From an optimization exercise on the open Yosys and OpenROAD flow, aimed at small area; shortcuts taken in it are not production practice. Function was checked by simulation only, so behaviour that the tests miss may differ from the original. Power is estimated from default activity; no workload was simulated.

// fmcf
module fmcf #(
    parameter MAX_FRAME = 128
) (
    input  wire        clk,
    input  wire        rst,
    input  wire        cmd_valid,
    input  wire [11:0] cmd,
    output reg         rsp_valid,
    output reg  [19:0] rsp,
    output wire        tx_valid,
    output wire [8:0]  tx_word,
    input  wire        tx_take,
    input  wire        rx_valid,
    input  wire [9:0]  rx_ev
);
Size in the first run: about 7900 cells after synthesis, about 2100 flip-flops.
export LEC_CHECK = 0
export CAP_MARGIN = 20
export CORE_MARGIN = 2
export CORE_UTILIZATION = 25
export CTS_BUF_LIST = sky130_fd_sc_hd__clkbuf_8
export CTS_CLUSTER_DIAMETER = 45
export CTS_CLUSTER_SIZE = 16
export PLACE_DENSITY = 0.32
export SLEW_MARGIN = 20
create_clock -name core_clock -period 10.0 [get_ports {clk}]
run.sh (not shown) runs the stock make flow with config.mk's settings and CLKGATE_MAP_FILE= SYNTH_SCRIPT=/design/flow/synth_recipe.tcl, a recipe that flattens the netlist after the stock synthesis.
Rerun with:
CORE_UTILIZATION = 50   (was 25)
CTS_CLUSTER_DIAMETER = 60   (was 45)
CTS_CLUSTER_SIZE = 24   (was 16)
PLACE_DENSITY = not set   (was 0.32)
Effect:
- The new run died in global routing
- synthesized cell count stays the same
- area after synthesis is unchanged
Rerun with:
==> flow/flow/run.sh (new file) <==
#!/bin/bash
set -o pipefail
export CTS_ARGS="-sink_clustering_enable -repair_clock_nets -dont_use_dummy_load"
bash standard.sh > standard.log 2>&1
==> flow/standard.sh (new file) <==
#!/bin/bash
# synth_recipe.tcl (not shown) runs the flow's synth.tcl, then flattens the netlist and writes it again
# the make line also repeats each setting of config.mk as NAME=value (left out here)
make -C /OpenROAD-flow-scripts/flow DESIGN_CONFIG=/design/flow/config.mk WORK_HOME=/design/flow/orfs CLKGATE_MAP_FILE= SYNTH_SCRIPT=/design/flow/synth_recipe.tcl "${@:-finish}"
CORE_UTILIZATION = 25   (was 50)
CTS_BUF_LIST = not set   (was sky130_fd_sc_hd__clkbuf_8)
CTS_CLUSTER_DIAMETER = not set   (was 60)
CTS_CLUSTER_SIZE = not set   (was 24)
PLACE_DENSITY = 0.32   (was not set)
removed: flow/run.sh
After rerunning:
- The changed run finished clean
- area after synthesis is unchanged
- synthesized cell count does not change
Rerun with:
==> flow/run.sh (new file) <==
#!/bin/bash
# synth_recipe.tcl (not shown) runs the flow's synth.tcl, then flattens the netlist and writes it again
# the make line also repeats each setting of config.mk as NAME=value (left out here)
make -C /OpenROAD-flow-scripts/flow DESIGN_CONFIG=/design/flow/config.mk WORK_HOME=/design/flow/orfs CLKGATE_MAP_FILE= SYNTH_SCRIPT=/design/flow/synth_recipe.tcl finish
ABC_AREA = 1   (was not set)
CORE_UTILIZATION = 65   (was 25)
CTS_BUF_LIST = sky130_fd_sc_hd__clkbuf_8   (was not set)
CTS_CLUSTER_DIAMETER = 60   (was not set)
CTS_CLUSTER_SIZE = 24   (was not set)
PLACE_DENSITY = not set   (was 0.32)
removed: flow/flow/run.sh
removed: flow/standard.sh
The changed run never finished: it broke off in global routing on GRT-0116.
Synthesized cell count goes up by a quarter to a third.
Synthesized area came out higher by a few percent.
Rerun with:
==> flow/flow/run.sh (new file) <==
#!/bin/bash
set -o pipefail
export CTS_ARGS="-sink_clustering_enable -repair_clock_nets -dont_use_dummy_load -buf_list sky130_fd_sc_hd__clkbuf_16 -sink_clustering_size 24 -sink_clustering_max_diameter 110"
bash standard.sh > standard.log 2>&1
==> flow/standard.sh (new file) <==
#!/bin/bash
# synth_recipe.tcl (not shown) runs the flow's synth.tcl, then flattens the netlist and writes it again
# the make line also repeats each setting of config.mk as NAME=value (left out here)
make -C /OpenROAD-flow-scripts/flow DESIGN_CONFIG=/design/flow/config.mk WORK_HOME=/design/flow/orfs CLKGATE_MAP_FILE= SYNTH_SCRIPT=/design/flow/synth_recipe.tcl "${@:-finish}"
ABC_AREA = not set   (was 1)
CORE_UTILIZATION = 25   (was 65)
CTS_BUF_LIST = not set   (was sky130_fd_sc_hd__clkbuf_8)
CTS_CLUSTER_DIAMETER = not set   (was 60)
CTS_CLUSTER_SIZE = not set   (was 24)
PLACE_DENSITY = 0.32   (was not set)
removed: flow/run.sh
Result: This time the run produced a clean layout. Area after synthesis falls by 5.6%. Synthesized cell count came out lower by 22%.

v35:
fmcf again, from the RTL that the note above started with.
==> flow/design.v (excerpt) <==
module fmcf #(
    parameter MAX_FRAME = 128
) (
    input  wire        clk,
    input  wire        rst,
    input  wire        cmd_valid,
    input  wire [11:0] cmd,
    output reg         rsp_valid,
    output reg  [19:0] rsp,
    output wire        tx_valid,
    output wire [8:0]  tx_word,
    input  wire        tx_take,
    input  wire        rx_valid,
    input  wire [9:0]  rx_ev
);
clock: 10.0 ns
lec_check: 0
cap_margin: 20
core_margin: 2
core_utilization: 25
place_density: 0.32
slew_margin: 20
standard.sh (not shown) runs the stock make flow with config.mk's settings and CLKGATE_MAP_FILE= SYNTH_SCRIPT=/design/flow/synth_recipe.tcl, a recipe that flattens the netlist after the stock synthesis.
==> flow/flow/run.sh <==
#!/bin/bash
set -o pipefail
export CTS_ARGS="-sink_clustering_enable -repair_clock_nets -dont_use_dummy_load -buf_list sky130_fd_sc_hd__clkbuf_16 -sink_clustering_size 18 -sink_clustering_max_diameter 100"
bash standard.sh > standard.log 2>&1
Relative to v35, the following input files were edited for v6:
==> flow/run.sh (new file) <==
#!/bin/bash
# synth_recipe.tcl (not shown) runs the flow's synth.tcl, then flattens the netlist and writes it again
# the make line also repeats each setting of config.mk as NAME=value (left out here)
make -C /OpenROAD-flow-scripts/flow DESIGN_CONFIG=/design/flow/config.mk WORK_HOME=/design/flow/orfs CLKGATE_MAP_FILE= SYNTH_SCRIPT=/design/flow/synth_recipe.tcl finish
removed: flow/flow/run.sh
removed: flow/standard.sh
### Flow results
- v6: no failed stages, no open violations at the end
- Combinational cell fraction of total power in v6 vs v35: down 1.2 points
- v6 ended up with a higher part of the power in the clock network than v35 did.
- Adder-cell area share of the yosys netlist: v35 vs v6 identical
- Area taken by flip-flops and latches came out exactly the same in v35 and v6.
- Compared with v35, v6 improves clock period minus worst slack.
- Highest clock frequency the design can meet delta (v35 -> v6): insignificant
- Compared with v35, in v6 non-filler instance count after layout increased 307; share of total power in sequential cells fell 11 points; clock tree buffer count of the final layout moved up.

[re-timing with driven ports]
In the flow no input, the clock included, has a driving cell. The finished layouts below were timed again as built, in two steps.
Step 1 (the two cells are an assumption about what drives the block):
set clk [get_ports {clk}]
set_driving_cell -lib_cell sky130_fd_sc_hd__clkbuf_16 $clk
set_driving_cell -lib_cell sky130_fd_sc_hd__buf_2 [delete_from_list [all_inputs] $clk]
Step 2 times the ports against the registers' clock, not the clock port: input delays grow and output delays shrink by t, the midpoint of the rising clock arrivals with the driver on.
a / b / c = ideal ports / drivers / drivers and shift; a / b = the first two.
run | shift t [ns] | slack for setup (ns) | worst setup path at the end
the first run of note 1 | 1.226 | 0.277 / 0.179 / 1.405 | register to output
the third run of note 1 | 1.000 | 0.580 / 0.470 / 1.470 | register to output
the fifth run of note 1 | 1.048 | 0.349 / 0.234 / 1.282 | register to output
v35 | 0.992 | 0.590 / 0.471 / 1.464 | register to output
v6 | 1.026 | 0.608 / 0.496 / 1.522 | register to output
After both steps setup and hold are still met in every run listed.
